From an optimization exercise on the open Yosys and OpenROAD flow, aimed at small area; shortcuts taken in it are not production practice.
In this exercise RTL edits were held to simulation tests only and were not proved equivalent to the original.
No activity file was given, so power comes from the tool's default toggle rates.

==> flow/design.v (excerpt) <==
module ft300_core (
    input  wire         clk,
    input  wire         rst,
    input  wire [63:0]  time_now,
    input  wire         cmd_valid,
    output wire         cmd_ready,
    input  wire [7:0]   cmd_word,
    input  wire         rx_valid,
    input  wire         rx_timeout,
    output wire         rx_ready,
    input  wire [7:0]   rx_data,
    output reg          rsp_valid,
    output reg  [2:0]   rsp_op,
    output reg  [3:0]   rsp_status,
    output wire [107:0] rsp_sample,
    output wire [63:0]  rsp_freq
);
    localparam [2:0] S_IDLE = 3'd0, S_DISC = 3'd1, S_CAPT = 3'd2,
                     S_READY = 3'd3, S_READING = 3'd4, S_STOP = 3'd5;
    localparam [2:0] D_IDLE = 3'd0, D_EPASS = 3'd1, D_WAITS = 3'd2, D_E = 3'd3,
                     D_LOAD = 3'd4, D_STEP = 3'd5, D_ROUND = 3'd6, D_DONE = 3'd7;
    integer k;
    reg  [2:0] ph8;
    reg  [2:0] p5;
    wire ph8_0 = (ph8 == 3'd0);
    wire ph8_7 = (ph8 == 3'd7);
    wire p5_0  = (p5 == 3'd0);
    wire p5_4  = (p5 == 3'd4);
    always @(posedge clk) begin
        if (rst) begin
            ph8 <= 3'd0;
            p5  <= 3'd0;
        end else begin
            ph8 <= ph8 + 3'd1;
            p5  <= p5_4 ? 3'd0 : p5 + 3'd1;
        end
    end
    reg [2:0] sess;
    reg       busy;           
  ...
clock: 20.0 ns
lec_check: 0
cap_margin: 20
core_margin: 2
core_utilization: 65
place_density: 0.75
slew_margin: 20
standard.sh (not shown) runs the stock make flow with config.mk's settings and CLKGATE_MAP_FILE= SYNTH_SCRIPT=/design/flow/synth_recipe.tcl, a recipe that flattens the netlist after the stock synthesis.
==> flow/flow/run.sh <==
#!/bin/bash
# The standard ORFS flow with a few layout choices changed:
#  - after the standard synthesis, the logic between the flip-flops is
#    re-mapped by ABC for area (flow/resyn.ys); the flip-flops themselves are
#    kept as the standard synthesis made them;
#  - the port buffers use the smallest buffer cell;
#  - clock tree synthesis uses clkbuf_4 with small clusters and no dummy loads.
# Each tool's output goes to a log file of its own in this folder.
set -euo pipefail
export BUFFER_PORTS_ARGS="-buffer_cell sky130_fd_sc_hd__buf_1"
export CTS_ARGS="-sink_clustering_enable -repair_clock_nets -dont_use_dummy_load -buf_list sky130_fd_sc_hd__clkbuf_4 -sink_clustering_size 14 -sink_clustering_max_diameter 30"
R=orfs/results/$FLOW_PLATFORM/ft300_core/base
LIB=$FLOW_HOME/platforms/$FLOW_PLATFORM/lib/sky130_fd_sc_hd__tt_025C_1v80.lib
YOSYS=$FLOW_HOME/../tools/install/yosys/bin/yosys
bash standard.sh synth > synth.log 2>&1
cp $R/1_2_yosys.v $R/1_2_yosys_standard.v
sed -e "s#@LIB@#$LIB#g" -e "s#@IN@#$R/1_2_yosys_standard.v#" -e "s#@OUT@#$R/1_2_yosys.v#" \
    -e "s#@TOP@#$FLOW_TOP#" flow/resyn.ys > resyn_run.ys
$YOSYS -s resyn_run.ys > resyn.log 2>&1
rm -f $R/1_synth.odb $R/1_synth.sdc
bash standard.sh > flow.log 2>&1
Other scripts of this flow, unchanged in this note and not shown: flow/flow/resyn.ys
The baseline finished with timing, DRC and antenna clean.
Next try:
--- a/flow/flow/run.sh
+++ b/flow/flow/run.sh
@@ -9,5 +9,5 @@
 set -euo pipefail
 export BUFFER_PORTS_ARGS="-buffer_cell sky130_fd_sc_hd__buf_1"
-export CTS_ARGS="-sink_clustering_enable -repair_clock_nets -dont_use_dummy_load -buf_list sky130_fd_sc_hd__clkbuf_4 -sink_clustering_size 14 -sink_clustering_max_diameter 30"
+export CTS_ARGS="-sink_clustering_enable -repair_clock_nets -dont_use_dummy_load -buf_list sky130_fd_sc_hd__clkbuf_4 -sink_clustering_size 10 -sink_clustering_max_diameter 30"
 R=orfs/results/$FLOW_PLATFORM/ft300_core/base
 LIB=$FLOW_HOME/platforms/$FLOW_PLATFORM/lib/sky130_fd_sc_hd__tt_025C_1v80.lib
=> Clock power went up by about 3%. Global-route usage shrinks by 0.13 points. Total power is higher by 0.65%. Die area does not change.
Next try:
--- a/flow/flow/run.sh
+++ b/flow/flow/run.sh
@@ -5,5 +5,5 @@
 #    kept as the standard synthesis made them;
 #  - the port buffers use the smallest buffer cell;
-#  - clock tree synthesis uses clkbuf_4 with small clusters and no dummy loads.
+#  - clock tree synthesis uses clkbuf_8 with small clusters and no dummy loads.
 # Each tool's output goes to a log file of its own in this folder.
 set -euo pipefail
Outcome: The changed run produced a clean layout; setup slack does not change; register-to-register slack is about the same; power stays the same; routed wire length does not change; cell area stays the same.

---

Another version of the RTL of ft300_core (not shown whole).
Size: ~270 I/O pins, about 19000 um^2 of cells after synthesis.
==> flow/config.mk <==
export PLATFORM = sky130hd
export DESIGN_NAME = ft300_core
export DESIGN_NICKNAME = ft300_core
export VERILOG_FILES = /design/flow/design.v
export SDC_FILE = /design/flow/constraint.sdc
export NUM_CORES = 4
export LEC_CHECK = 0
export CAP_MARGIN = 20
export CORE_MARGIN = 2
export CORE_UTILIZATION = 75
export PLACE_DENSITY = 0.85
export SLEW_MARGIN = 20
==> flow/constraint.sdc <==
create_clock -name core_clock -period 20.0 [get_ports {clk}]
set_input_delay 4.0000 -clock core_clock [delete_from_list [all_inputs] [get_ports {clk}]]
set_output_delay 4.0000 -clock core_clock [all_outputs]
set_load 0.01 [all_outputs]
==> flow/flow/run.sh <==
#!/bin/bash
# Standard ORFS flow with two layout choices changed: the port buffers use the
# smallest buffer cell, and clock tree synthesis adds no dummy loads.
set -euo pipefail
export BUFFER_PORTS_ARGS="-buffer_cell sky130_fd_sc_hd__buf_1"
export CTS_ARGS="-sink_clustering_enable -repair_clock_nets -dont_use_dummy_load -buf_list sky130_fd_sc_hd__clkbuf_8 -sink_clustering_size 18 -sink_clustering_max_diameter 45"
bash standard.sh > flow.log 2>&1
Next try:
Settings changed: CORE_UTILIZATION 75 to 65, PLACE_DENSITY 0.85 to 0.75.
Clock skew drops by 0.033 ns.
Cell area rises by 0.45%.
Via count drops by 4.3%.
Power goes down by 0.49%.
Core utilization came out lower by 10 points.
Setup slack gets worse by 0.018 ns.

---

ft300_core, a different RTL version from the one above (not shown whole).
Size in the first run: ~270 I/O pins, ~0.016 sq mm of cells after synthesis.
==> flow/design.v (excerpt) <==
module ft300_core (
    input  wire         clk,
    input  wire         rst,
    input  wire [63:0]  time_now,
    input  wire         cmd_valid,
    output wire         cmd_ready,
    input  wire [7:0]   cmd_word,
    input  wire         rx_valid,
    input  wire         rx_timeout,
    output wire         rx_ready,
    input  wire [7:0]   rx_data,
    output reg          rsp_valid,
    output reg  [2:0]   rsp_op,
    output reg  [3:0]   rsp_status,
    output wire [107:0] rsp_sample,
    output wire [63:0]  rsp_freq
);
export LEC_CHECK = 0
export CAP_MARGIN = 20
export CORE_MARGIN = 2
export CORE_UTILIZATION = 70
export PLACE_DENSITY = 0.8
export SLEW_MARGIN = 20
create_clock -name core_clock -period 20.0 [get_ports {clk}]
==> flow/flow/run.sh <==
#!/bin/bash
# The standard ORFS flow with a few layout choices changed:
#  - after the standard synthesis, the logic between the flip-flops is
#    re-mapped by ABC for area (flow/resyn.ys, flow/abc.script); the
#    flip-flops themselves are kept as the standard synthesis made them;
#  - the port buffers use the smallest buffer cell;
#  - clock tree synthesis uses clkbuf_4 with small clusters and no dummy loads.
# Each tool's output goes to a log file of its own in this folder.
set -euo pipefail
export BUFFER_PORTS_ARGS="-buffer_cell sky130_fd_sc_hd__buf_1"
export CTS_ARGS="-sink_clustering_enable -repair_clock_nets -dont_use_dummy_load -buf_list sky130_fd_sc_hd__clkbuf_4 -sink_clustering_size 10 -sink_clustering_max_diameter 30"
R=orfs/results/$FLOW_PLATFORM/ft300_core/base
LIB=$FLOW_HOME/platforms/$FLOW_PLATFORM/lib/sky130_fd_sc_hd__tt_025C_1v80.lib
YOSYS=$FLOW_HOME/../tools/install/yosys/bin/yosys
bash standard.sh synth > synth.log 2>&1
cp $R/1_2_yosys.v $R/1_2_yosys_standard.v
sed -e "s#@LIB@#$LIB#g" -e "s#@IN@#$R/1_2_yosys_standard.v#" -e "s#@OUT@#$R/1_2_yosys.v#" \
    -e "s#@TOP@#$FLOW_TOP#" -e "s#@ABC@#$PWD/flow/abc.script#" flow/resyn.ys > resyn_run.ys
$YOSYS -s resyn_run.ys > resyn.log 2>&1
rm -f $R/1_synth.odb $R/1_synth.sdc
bash standard.sh > flow.log 2>&1
Other scripts of this flow, unchanged in this note and not shown: flow/flow/abc.script, flow/flow/resyn.ys
Then changed:
Settings changed: CORE_UTILIZATION 70 to 65, PLACE_DENSITY 0.8 to 0.75.
What happened: The changed run ran to the end with no violations; global-route usage goes down by 3.3 points; cell area increases slightly; worst setup slack improved by 0.13 ns; fmax rose by a few percent; clock skew came out lower by 0.041 ns.
Then changed:
Settings changed: CORE_UTILIZATION 65 to 75, PLACE_DENSITY 0.75 to 0.85.
Effect: Via count increases by a little under a tenth; total power increases slightly; critical path depth stays the same; wire length increases by about a fifth; core utilization increases by 11 points; worst setup slack is worse by 0.095 ns; worst hold slack is worse by 0.0041 ns; final area decreases slightly.

---

## cedar
ft300_core with an RTL version that a note above also has.
Size: ~0.016 mm² of cells after synthesis.
==> flow/config.mk <==
export PLATFORM = sky130hd
export DESIGN_NAME = ft300_core
export DESIGN_NICKNAME = ft300_core
export VERILOG_FILES = /design/flow/design.v
export SDC_FILE = /design/flow/constraint.sdc
export NUM_CORES = 4
export LEC_CHECK = 0
export CAP_MARGIN = 20
export CORE_MARGIN = 2
export CORE_UTILIZATION = 65
export PLACE_DENSITY = 0.75
export SLEW_MARGIN = 20
==> flow/constraint.sdc <==
create_clock -name core_clock -period 20.0 [get_ports {clk}]
set_input_delay 4.0000 -clock core_clock [delete_from_list [all_inputs] [get_ports {clk}]]
set_output_delay 4.0000 -clock core_clock [all_outputs]
set_load 0.01 [all_outputs]
Scripts as last shown in full above: flow/flow/run.sh
Other scripts of this flow, unchanged in this note and not shown: flow/flow/abc.script, flow/flow/resyn.ys
diff inputs: cedar => fjord
diff --git a/flow/flow/run.sh b/flow/flow/run.sh
--- a/flow/flow/run.sh
+++ b/flow/flow/run.sh
@@ -10,3 +10,3 @@
 export BUFFER_PORTS_ARGS="-buffer_cell sky130_fd_sc_hd__buf_1"
-export CTS_ARGS="-sink_clustering_enable -repair_clock_nets -dont_use_dummy_load -buf_list sky130_fd_sc_hd__clkbuf_4 -sink_clustering_size 10 -sink_clustering_max_diameter 30"
+export CTS_ARGS="-sink_clustering_enable -repair_clock_nets -dont_use_dummy_load -buf_list {sky130_fd_sc_hd__clkbuf_2 sky130_fd_sc_hd__clkbuf_4} -sink_clustering_size 7 -sink_clustering_max_diameter 25"
 R=orfs/results/$FLOW_PLATFORM/ft300_core/base
## What came out
fjord reached the final stage; the timing, DRC and antenna checks on its layout passed. Comparing fjord and cedar, the lower average vias per placed instance was measured on fjord. Between fjord and cedar, the number of nets in the final layout is higher for fjord. fjord: share of cell area taken by flip-flops and latches lower than cedar. Compared with cedar, fjord shows a lower share of power burned in combinational logic. Net switching component of the power, fjord and cedar: lower on cedar. Going from cedar to fjord, met1 usage in global routing fell by 0.15 points; number of global-route vias before repair now sits higher.

[separate check: timing with driven ports]
The flow's constraints put no driver on any port. The routed layouts listed below were extracted and timed again, unchanged, in two steps. Step 1: set_driving_cell puts a clkbuf_16 on clk and a buf_2 on each other input, an assumption about the parent block. Step 2, shift: input delay + t, output delay - t, t = (earliest + latest rising clock arrival at the registers) / 2. This alone moves slack from input paths to output paths. a / b / c = ideal ports / drivers / drivers and shift; a / b = the first two.
| run | t (ns) | setup slack, ns | worst setup path at the end |
|---|---|---|---|
| the first run of note 1 | 0.723 | 13.489 / 13.439 / 13.629 | input to register |
| the second run of note 1 | 0.709 | 13.542 / 13.491 / 13.648 | input to register |
| the third run of note 1 | 0.709 | 13.542 / 13.491 / 13.648 | input to register |
| the first run of note 2 | 0.608 | 13.151 / 13.104 / 13.712 | register to output |
| the second run of note 2 | 0.599 | 13.133 / 13.085 / 13.684 | register to output |
| the first run of note 3 | 0.703 | 13.529 / 13.482 / 13.535 | input to register |
| the second run of note 3 | 0.694 | 13.660 / 13.611 / 13.507 | input to register |
| the third run of note 3 | 0.715 | 13.565 / 13.519 / 13.577 | input to register |
| cedar | 0.707 | 13.717 / 13.670 / 13.686 | input to register |
| fjord | 0.714 | 13.706 / 13.661 / 13.672 | input to register |
After both steps every run listed still meets setup and hold. The setup slack of the second run of note 3, which loses most, moves by -0.049 ns with the drivers and by -0.153 ns with both steps.
